From an optimization exercise on the open Yosys and OpenROAD flow, aimed at small area, a short achievable clock period and few clock cycles per item; shortcuts taken in it are not production practice. Function not checked in this run: the RTL went through the layout flow alone. Power figures rest on the tool's default switching activity, not on a simulated workload.

[flow/config.mk]
export PLATFORM = sky130hd
export DESIGN_NAME = g2c1_pie_tx
export DESIGN_NICKNAME = g2c1_pie_tx
export VERILOG_FILES = /design/flow/design.v
export SDC_FILE = /design/flow/constraint.sdc
export NUM_CORES = 4
export LEC_CHECK = 0
export CAP_MARGIN = 20
export CORE_MARGIN = 2
export CORE_UTILIZATION = 40
export PLACE_DENSITY = 0.6
export SLEW_MARGIN = 20
[flow/constraint.sdc]
create_clock -name core_clock -period 9.0 [get_ports {clk}]
set_input_delay 1.8000 -clock core_clock [delete_from_list [all_inputs] [get_ports {clk}]]
set_output_delay 1.8000 -clock core_clock [all_outputs]
set_load 0.01 [all_outputs]
[flow/design.v]
module g2c1_pie_tx (
    input  wire         clk,
    input  wire         rst,           
    input  wire         start,
    output wire         ready,
    input  wire [2:0]   msg_type,      
    input  wire [127:0] fields,        
    input  wire [31:0]  tari,          
    input  wire [31:0]  blf,           
    input  wire         trunc,
    output wire         pulse_valid,
    input  wire         pulse_ready,
    output wire [31:0]  pulse_dur,     
    output wire         pulse_last,
    output reg          done,
    output reg  [2:0]   err,
    output reg  [2:0]   tx_type,
    output reg  [5:0]   tx_len,
    output reg  [31:0]  tx_bits,       
    output reg  [5:0]   pulse_cnt
);
    localparam [2:0] E_NONE = 3'd0, E_OVERFLOW = 3'd1, E_NOTFOUND = 3'd2, E_PARAM = 3'd4;
    localparam [2:0] T_QUERY = 3'd0, T_QADJ = 3'd1, T_QREP = 3'd2, T_ACK = 3'd3, T_NAK = 3'd4;
    localparam [31:0] TARI_MIN = 32'd409600;    
    localparam [31:0] TARI_MAX = 32'd1638400;   
    localparam [31:0] DELIM    = 32'd819200;    
    localparam [2:0] S_IDLE = 3'd0, S_CRC = 3'd1, S_CHECK = 3'd2, S_DIV = 3'd3,
                     S_DIVCHK = 3'd4, S_EMIT = 3'd5, S_DONE = 3'd6;
    wire [15:0] f0 = fields[15:0];
    wire [15:0] f1 = fields[31:16];
    wire [15:0] f2 = fields[47:32];
    wire [15:0] f3 = fields[63:48];
    wire [15:0] f4 = fields[79:64];
    wire [15:0] f5 = fields[95:80];
    wire [15:0] f6 = fields[111:96];
    reg [2:0]  a_err;
    reg [21:0] a_bits;    
    reg [5:0]  a_len;     
    reg [1:0]  m_pat;
    reg [2:0]  updn_pat;
    always @(*) begin
        a_err  = E_NONE;
        a_bits = 22'd0;
        a_len  = 6'd0;
        m_pat  = 2'b00;
        updn_pat = 3'b000;
        case (f1)
            16'd1: m_pat = 2'b00;
            16'd2: m_pat = 2'b01;
            16'd4: m_pat = 2'b10;
            16'd8: m_pat = 2'b11;
            default: m_pat = 2'b00;
        endcase
        case (f1)
            16'd0: updn_pat = 3'b000;
            16'd1: updn_pat = 3'b110;
            16'd2: updn_pat = 3'b011;
            default: updn_pat = 3'b000;
        endcase
        case (msg_type)
            T_QUERY: begin
                a_len  = 6'd17;
                a_bits = {4'b1000, f0[0], m_pat, f2[0], f3[1:0], f4[1:0], f5[0], f6[3:0], 5'd0};
                if (f0 >= 16'd2)
                    a_err = E_NOTFOUND;
                else if (f1 != 16'd1 && f1 != 16'd2 && f1 != 16'd4 && f1 != 16'd8)
                    a_err = E_NOTFOUND;
                else if (f2 >= 16'd2)
                    a_err = E_NOTFOUND;
                else if (f3 >= 16'd4)
                    a_err = E_NOTFOUND;
                else if (f4 >= 16'd4)
                    a_err = E_OVERFLOW;
                else if (f5 >= 16'd2)
                    a_err = E_NOTFOUND;
                else if (f6 >= 16'd16)
                    a_err = E_OVERFLOW;
            end
            T_QADJ: begin
                a_len  = 6'd9;
                a_bits = {4'b1001, f0[1:0], updn_pat, 13'd0};
                if (f0 >= 16'd4)
                    a_err = E_OVERFLOW;
                else if (f1 >= 16'd3)
                    a_err = E_NOTFOUND;
            end
            T_QREP: begin
                a_len  = 6'd4;
                a_bits = {2'b00, f0[1:0], 18'd0};
                if (f0 >= 16'd4)
                    a_err = E_OVERFLOW;
            end
            T_ACK: begin
                a_len  = 6'd18;
                a_bits = {2'b01, f0, 4'd0};
            end
            T_NAK: begin
                a_len  = 6'd8;
                a_bits = {8'b11000000, 14'd0};
            end
            default: a_err = E_NOTFOUND;
        endcase
    end
    reg [2:0]  state;
    reg [2:0]  r_type;
    reg        r_dr;         
    reg [31:0] r_tari;
    reg [31:0] r_blf;
    reg        r_trunc;
    reg [21:0] r_bits;       
    reg [5:0]  r_len;        
    reg [21:0] crc_sh;       
    reg [4:0]  crc;
    reg [5:0]  cnt;          
    reg [5:0]  r_pcnt;       
    reg [38:0] div_num;      
    reg [33:0] div_den;      
    reg [34:0] div_rem;      
    reg [38:0] div_q;        
    assign ready = (state == S_IDLE);
    wire        is_query = (r_type == T_QUERY);
    wire [31:0] pw       = {1'b0, r_tari[31:1]};
    wire [33:0] tari3    = {2'b00, r_tari} + {1'b0, r_tari, 1'b0};
    wire [31:0] h1       = tari3[32:1];              
    wire [31:0] rt_high  = tari3[31:0] - pw;         
    wire [31:0] trc      = div_q[31:0];
    wire [31:0] tr_high  = trc - pw;
    wire       crc_fb   = crc[4] ^ crc_sh[21];
    wire [4:0] crc_next = {crc[3:0], 1'b0} ^ (crc_fb ? 5'b01001 : 5'b00000);
    wire [34:0] div_trial = {div_rem[33:0], div_num[38]};
    wire [35:0] div_diff  = {1'b0, div_trial} - {2'b00, div_den};
    wire        div_ge    = ~div_diff[35];
    wire tari_ok = (r_tari >= TARI_MIN) && (r_tari <= TARI_MAX);
    wire [5:0] hdr_len = is_query ? 6'd7 : 6'd5;
    wire [5:0] data_idx = cnt - hdr_len;
    wire [4:0] bit_idx  = data_idx[5:1];
    wire [21:0] bits_shifted = r_bits << bit_idx;
    wire       cur_bit  = bits_shifted[21];
    reg [31:0] pulse_raw;
    always @(*) begin
        if (cnt < hdr_len) begin
            case (cnt)
                6'd0: pulse_raw = DELIM;
                6'd3: pulse_raw = rt_high;
                6'd5: pulse_raw = tr_high;
                default: pulse_raw = pw;
            endcase
        end else if (data_idx[0] == 1'b0) begin
            pulse_raw = cur_bit ? h1 : pw;
        end else begin
            pulse_raw = pw;
        end
    end
    assign pulse_valid = (state == S_EMIT);
    assign pulse_dur   = r_trunc ? {pulse_raw[31:16], 16'd0} : pulse_raw;
    assign pulse_last  = (cnt == r_pcnt - 6'd1);
    always @(posedge clk) begin
        if (rst) begin
            state     <= S_IDLE;
            done      <= 1'b0;
            err       <= E_NONE;
            tx_type   <= 3'd0;
            tx_len    <= 6'd0;
            tx_bits   <= 32'd0;
            pulse_cnt <= 6'd0;
            cnt       <= 6'd0;
        end else begin
            done <= 1'b0;
            case (state)
                S_IDLE: begin
                    if (start) begin
                        r_type  <= msg_type;
                        r_dr    <= f0[0];
                        r_tari  <= tari;
                        r_blf   <= blf;
                        r_trunc <= trunc;
                        r_bits  <= a_bits;
                        r_len   <= a_len;
                        crc_sh  <= a_bits;
                        crc     <= 5'b01001;
                        cnt     <= 6'd0;
                        if (a_err != E_NONE) begin
                            err   <= a_err;
                            state <= S_DONE;
                        end else if (msg_type == T_QUERY) begin
                            state <= S_CRC;
                        end else begin
                            state <= S_CHECK;
                        end
                    end
                end
                S_CRC: begin
                    crc    <= crc_next;
                    crc_sh <= crc_sh << 1;
                    cnt    <= cnt + 6'd1;
                    if (cnt == 6'd16) begin
                        state <= S_CHECK;
                    end
                end
                S_CHECK: begin
                    cnt <= 6'd0;
                    if (is_query) begin
                        r_bits <= {r_bits[21:5], crc};
                        r_len  <= 6'd22;
                    end
                    r_pcnt <= hdr_len + {r_len[4:0], 1'b0} + (is_query ? 6'd10 : 6'd0);
                    if (!tari_ok || (is_query && r_blf == 32'd0)) begin
                        err   <= E_PARAM;
                        state <= S_DONE;
                    end else if (is_query) begin
                        div_num <= r_dr ? (39'd1 << 38) : (39'd1 << 35);
                        div_den <= r_dr ? ({2'b00, r_blf} + {1'b0, r_blf, 1'b0}) : {2'b00, r_blf};
                        div_rem <= 35'd0;
                        div_q   <= 39'd0;
                        state   <= S_DIV;
                    end else begin
                        err   <= E_NONE;
                        state <= S_EMIT;
                    end
                end
                S_DIV: begin
                    div_rem <= div_ge ? div_diff[34:0] : div_trial;
                    div_q   <= {div_q[37:0], div_ge};
                    div_num <= {div_num[37:0], 1'b0};
                    cnt     <= cnt + 6'd1;
                    if (cnt == 6'd38) begin
                        state <= S_DIVCHK;
                    end
                end
                S_DIVCHK: begin
                    cnt <= 6'd0;
                    if (div_q[38:32] != 7'd0 || trc <= pw) begin
                        err   <= E_PARAM;
                        state <= S_DONE;
                    end else begin
                        err   <= E_NONE;
                        state <= S_EMIT;
                    end
                end
                S_EMIT: begin
                    if (pulse_ready) begin
                        cnt <= cnt + 6'd1;
                        if (pulse_last) begin
                            state <= S_DONE;
                        end
                    end
                end
                S_DONE: begin
                    done  <= 1'b1;
                    state <= S_IDLE;
                    if (err == E_NONE) begin
                        tx_type   <= r_type;
                        tx_len    <= r_len;
                        tx_bits   <= {r_bits, 10'd0};
                        pulse_cnt <= r_pcnt;
                    end else begin
                        tx_type   <= 3'd0;
                        tx_len    <= 6'd0;
                        tx_bits   <= 32'd0;
                        pulse_cnt <= 6'd0;
                    end
                end
                default: state <= S_IDLE;
            endcase
        end
    end
endmodule
[flow/run.sh]
#!/bin/bash
# synth_recipe.tcl (not shown) runs the flow's synth.tcl, then flattens the netlist and writes it again
# the make line also repeats each setting of config.mk as NAME=value (left out here)
make -C /OpenROAD-flow-scripts/flow DESIGN_CONFIG=/design/flow/config.mk WORK_HOME=/design/flow/orfs CLKGATE_MAP_FILE= SYNTH_SCRIPT=/design/flow/synth_recipe.tcl finish
==> flow_summary_export.csv <==
group,metric,value,unit
synth,postSynthCellCount,2454,
grt,use_met1,0.294,
worst_setup_path,r2r_slack,4.71,ns
routing,wl_per_cell,19.6,um
worst_setup_path,regToRegEndpoint,"div_rem[16]$_SDFFCE_PN0P_",
power_and_ir_drop,peakVddDrop,0.154,mV
grt,grt_util_all_layers,0.229,
worst_setup_path,arrival,6.73,ns
finish,antenna_cells,0,
cts,clockBufferDepth,3,
worst_hold_path,holdCritStartpoint,"r_len[0]$_SDFFCE_PN0P_",
sta,timing.setup.tns,0,ns
synth,synth_seq_area_share,0.363,
die,coreArea,54900,sq um
sta,slew-limit-headroom,0.305,
sta,maxSlewViolCount,0,
sta,fmax,0.117,GHz
grt,grt_util_met2,0.392,
worst_setup_path,crit_slowest_cell,"edfxtp_1",
cts,ctsHoldBuffers,0,
worst_setup_path,critPathCaptureType,"output pin",
synth,yosys_warnings,1,
worst_hold_path,hold_end,"r_pcnt[1]$_DFFE_PP_",
cts,cts-root-buf,"clkbuf_16",
job,drv_cap,0,
worst_setup_path,crit_buf_inv,2,
cts,htreeDepth,2,
grt,grtUsageMet3,0.0372,
worst_setup_path,crit_chain,"inv_1 > ha_1 > o21ai_0 > o21ai_0 > nand3_1 > a21oi_1 > o211ai_1 > a31oi_1 > xor2_1 > ha_1 > and3_1 > and2_1 > a221o_1 > o31ai_1 > o21ai_0 > xor3_1 > a221o_1 > clkdlybuf4s50_1",
place,hpwl,50300,um
worst_hold_path,worstHoldPathCells,0,
routing,drtIter0Drc,1427,
sta,holdWs,0.472,ns
power_and_ir_drop,p_leak,0.0106,uW
synth,avgSynthCellArea,9.03,sq um
synth,ys_ff_latch,284,
finish,nets,3089,
die,start_util,0.404,
routing,detail-route-antenna-nets,0,
finish,n_fill_cell,5167,
worst_setup_path,reg2regPathDepth,9,
worst_setup_path,worstPathRequired,7.20,ns
sta,rsz0062_at_grt,"false",
die,fp.dieW,239,um
synth,ys_types,83,
cts,clk_pin_slew_worst_paths,0.06,ns
worst_setup_path,path_delay_family,"compound AO/OA/AOI/OAI gates",
finish,area_delta_synth_final,20.6,%
synth,synth_edf_count,235,
grt,grt_pass1_vias,19200,
cts,clk_latency,0.57,ns
routing,vias,19586,
cts,cts_tree,"yes",
worst_hold_path,hold_class,"register to register",
routing,drc,0,
grt,grt-busiest-layer,"met2",
grt,grt_pass1_wl,104000,um
place,port_buffers,258,
routing,routed_wl,66600,um
place,place.gp.congestion,0.906,
cts,cts_made_buffers,37,
sta,finalCritPeriodShare,0.948,
cts,clkSinkCount,284,
cts,postCtsSetupBuffers,0,
sta,worst_pin_slew,1.04,ns
worst_setup_path,slowest_delay,0.58,ns
worst_setup_path,crit_path_max_fanout,8,
synth,synth-main-ff-cell,"edfxtp_1",
synth,netlist_area,22200,sq um
sta,min_period,8.53,ns
sta,finalHoldViolCount,0,
sta,finalClockSkew,0.0189,ns
finish,drive_above_1_share,0.0489,
cts,cts_resized,0,
grt,antenna_found_initial,1,
die,die-area,57300,sq um
die,placementRows,86,
routing,post_drt_via_cell_ratio,5.75,
grt,grt_max_degree,78,
power_and_ir_drop,power.density,172,nW/um^2
routing,drt_pass1_iterations,5,
worst_setup_path,crit_top_cell,"o21ai_0",
sta,setup_viol,0,
worst_setup_path,critical_path_class,"register to output pin",
worst_setup_path,r2r-start,"r_tari[2]$_DFFE_PP_",
worst_setup_path,startpoint_type,"register",
synth,ys_async_sr_fraction,0,
grt,grt_overflow,0,
outcome,status,"complete, no violations",
die,io_pins,286,
die,die_y,239,um
[worst max path at each step]
| stage | start | to | slack, ns | cells past startpoint |
|---|---|---|---|---|
| 2_1_floorplan | rst | crc[0]$_SDFFCE_PN1P_ | 0.42 | 3 |
| 3_3_place_gp | r_tari[1]$_DFFE_PP_ | pulse_dur[30] | 1.25 | 18 |
| 3_5_place_dp | r_tari[1]$_DFFE_PP_ | pulse_dur[30] | 1.24 | 18 |
| 4_1_cts | r_tari[1]$_DFFE_PP_ | pulse_dur[30] | 0.58 | 18 |
| 5_1_grt | r_tari[2]$_DFFE_PP_ | pulse_dur[28] | 0.14 | 20 |
| 6_report | r_tari[2]$_DFFE_PP_ | pulse_dur[31] | 0.47 | 18 |
[through the flow]
| step | instance area (sq um) | utilization | total power [uW] | setup slack [ns] | std cells |
|---|---|---|---|---|---|
| after floorplan | 22200 | - | 2570 | 0.420 | 2464 |
| after global placement | 25400 | 0.463 | 2960 | 1.25 | 3337 |
| after detailed placement | 25400 | 0.463 | 2980 | 1.24 | 3337 |
| after CTS | 26700 | 0.486 | 4610 | 0.576 | 3404 |
| after global routing | 26700 | 0.487 | 4830 | 0.135 | 3405 |
| final | 26700 | 0.487 | 4590 | 0.471 | 3405 |
[area by class of cell]
class                           instances  area [sq um]  area share
Timing Repair Buffer                  283          2770       0.103
Sequential cell                       284          8040       0.301
Inverter                              162           608      0.0228
Tap cell                              704           881      0.0330
Multi-Input combinational cell       1905         13100       0.491
Clock buffer                           46           991      0.0371
Clock inverter                         21           319      0.0119
[synth_stat cells (all sizes together), types with 28 or more instances]
cell type  number  area, sq um
a21o           76          571
ha            209         2620
dfxtp          49          981
o21ai         153          766
nor2          212          798
xnor2          77          674
edfxtp        235         7060
nor4           31          200
a211oi         42          315
and3           63          394
mux2i          28          280
nand2         165          619
inv           162          608
xor2           47          412
a21oi         193          966
nor3           55          275
nand2b         31          194
clkbuf         88          330
a22oi          53          398
o21a           33          248
nand3          69          345
[cells by family after synthesis]
| kind of cell | after synthesis | synth area share |
|---|---|---|
| adder cells (fa/ha/maj) | 216 | 0.124 |
| multiplexers | 40 | 0.0203 |
| XOR/XNOR | 125 | 0.0501 |
| AND/OR/NAND/NOR | 758 | 0.169 |
| flip-flops | 284 | 0.363 |
| buffers and inverters | 275 | 0.0499 |
| AO/OA/AOI/OAI | 755 | 0.223 |
| other | 1 | 0.000169 |
[where the power goes]
part	switching (uW)	internal [uW]
combinational	793	583
sequential	75.3	1530
clock	618	990
total	1490	3100
[cells in the final DEF (no fill, tap or decap), drive strengths merged, types with 11 or more instances in the layout]
cell / n
clkdlybuf4s50: 257
edfxtp: 235
nor2: 212
ha: 209
a21oi: 193
nand2: 165
inv: 163
o21ai: 153
xnor2: 77
a21o: 76
nand3: 69
and3: 63
nor3: 55
a22oi: 53
dfxtp: 49
xor2: 47
clkbuf: 46
a211oi: 42
o21a: 33
nand2b: 31
nor4: 31
mux2i: 28
buf: 26
nand4: 25
or3: 23
o211ai: 22
nor2b: 22
a31oi: 21
a221oi: 21
o21bai: 16
o31ai: 14
o22ai: 14
nor3b: 13
a21boi: 11
conb: 11
[registers in the layout, indices dropped and copies added, names as in the netlist, 6 cells and up]
register / cells
crc_sh: 18
r_bits: 22
tx_bits: 22
div_q: 39
div_rem: 34
pulse_cnt: 6
div_den: 34
r_tari: 32
cnt: 6
r_blf: 32
[per-layer routing]
| layer | part of all wire | routed length, um | up-vias |
|---|---|---|---|
| met2 | 0.48 | 31900 | 560 |
| met4 | 0.026 | 1760 | 2 |
| met1 | 0.44 | 29200 | 9356 |
| met5 | 0.00020 | 13 | - |
| li1 | - | - | 9569 |
| met3 | 0.055 | 3670 | 99 |

==> port drivers added, routing unchanged <==
How much do the figures lean on ideal ports? The routed layout below was timed once more, with nothing changed but the port constraints. Step 1 sets driving cells, clkbuf_16 on the clock port and buf_2 on the other inputs (assumed; they add their load-dependent delay and slew). Step 2 adds t to the input delays and takes it off the output delays; t is the mean of the earliest and latest rising clock arrival at the registers after step 1. Input paths then give back, and output paths get back, about the clock's delay inside the block. a / b / c = ideal ports / drivers / drivers and shift; a / b = the first two.
t (ns): 0.617
setup slack, ns: 0.471 / 0.410 / 1.026
worst setup path after step 2: register to output
latest minus earliest clock arrival (ns): 0.022 / 0.023
worst register clock-pin slew, ns: 0.07 / 0.07
After both steps this run still meets setup and hold. For this run, drivers alone change the setup slack by -0.061 ns; drivers and shift together by +0.555 ns.
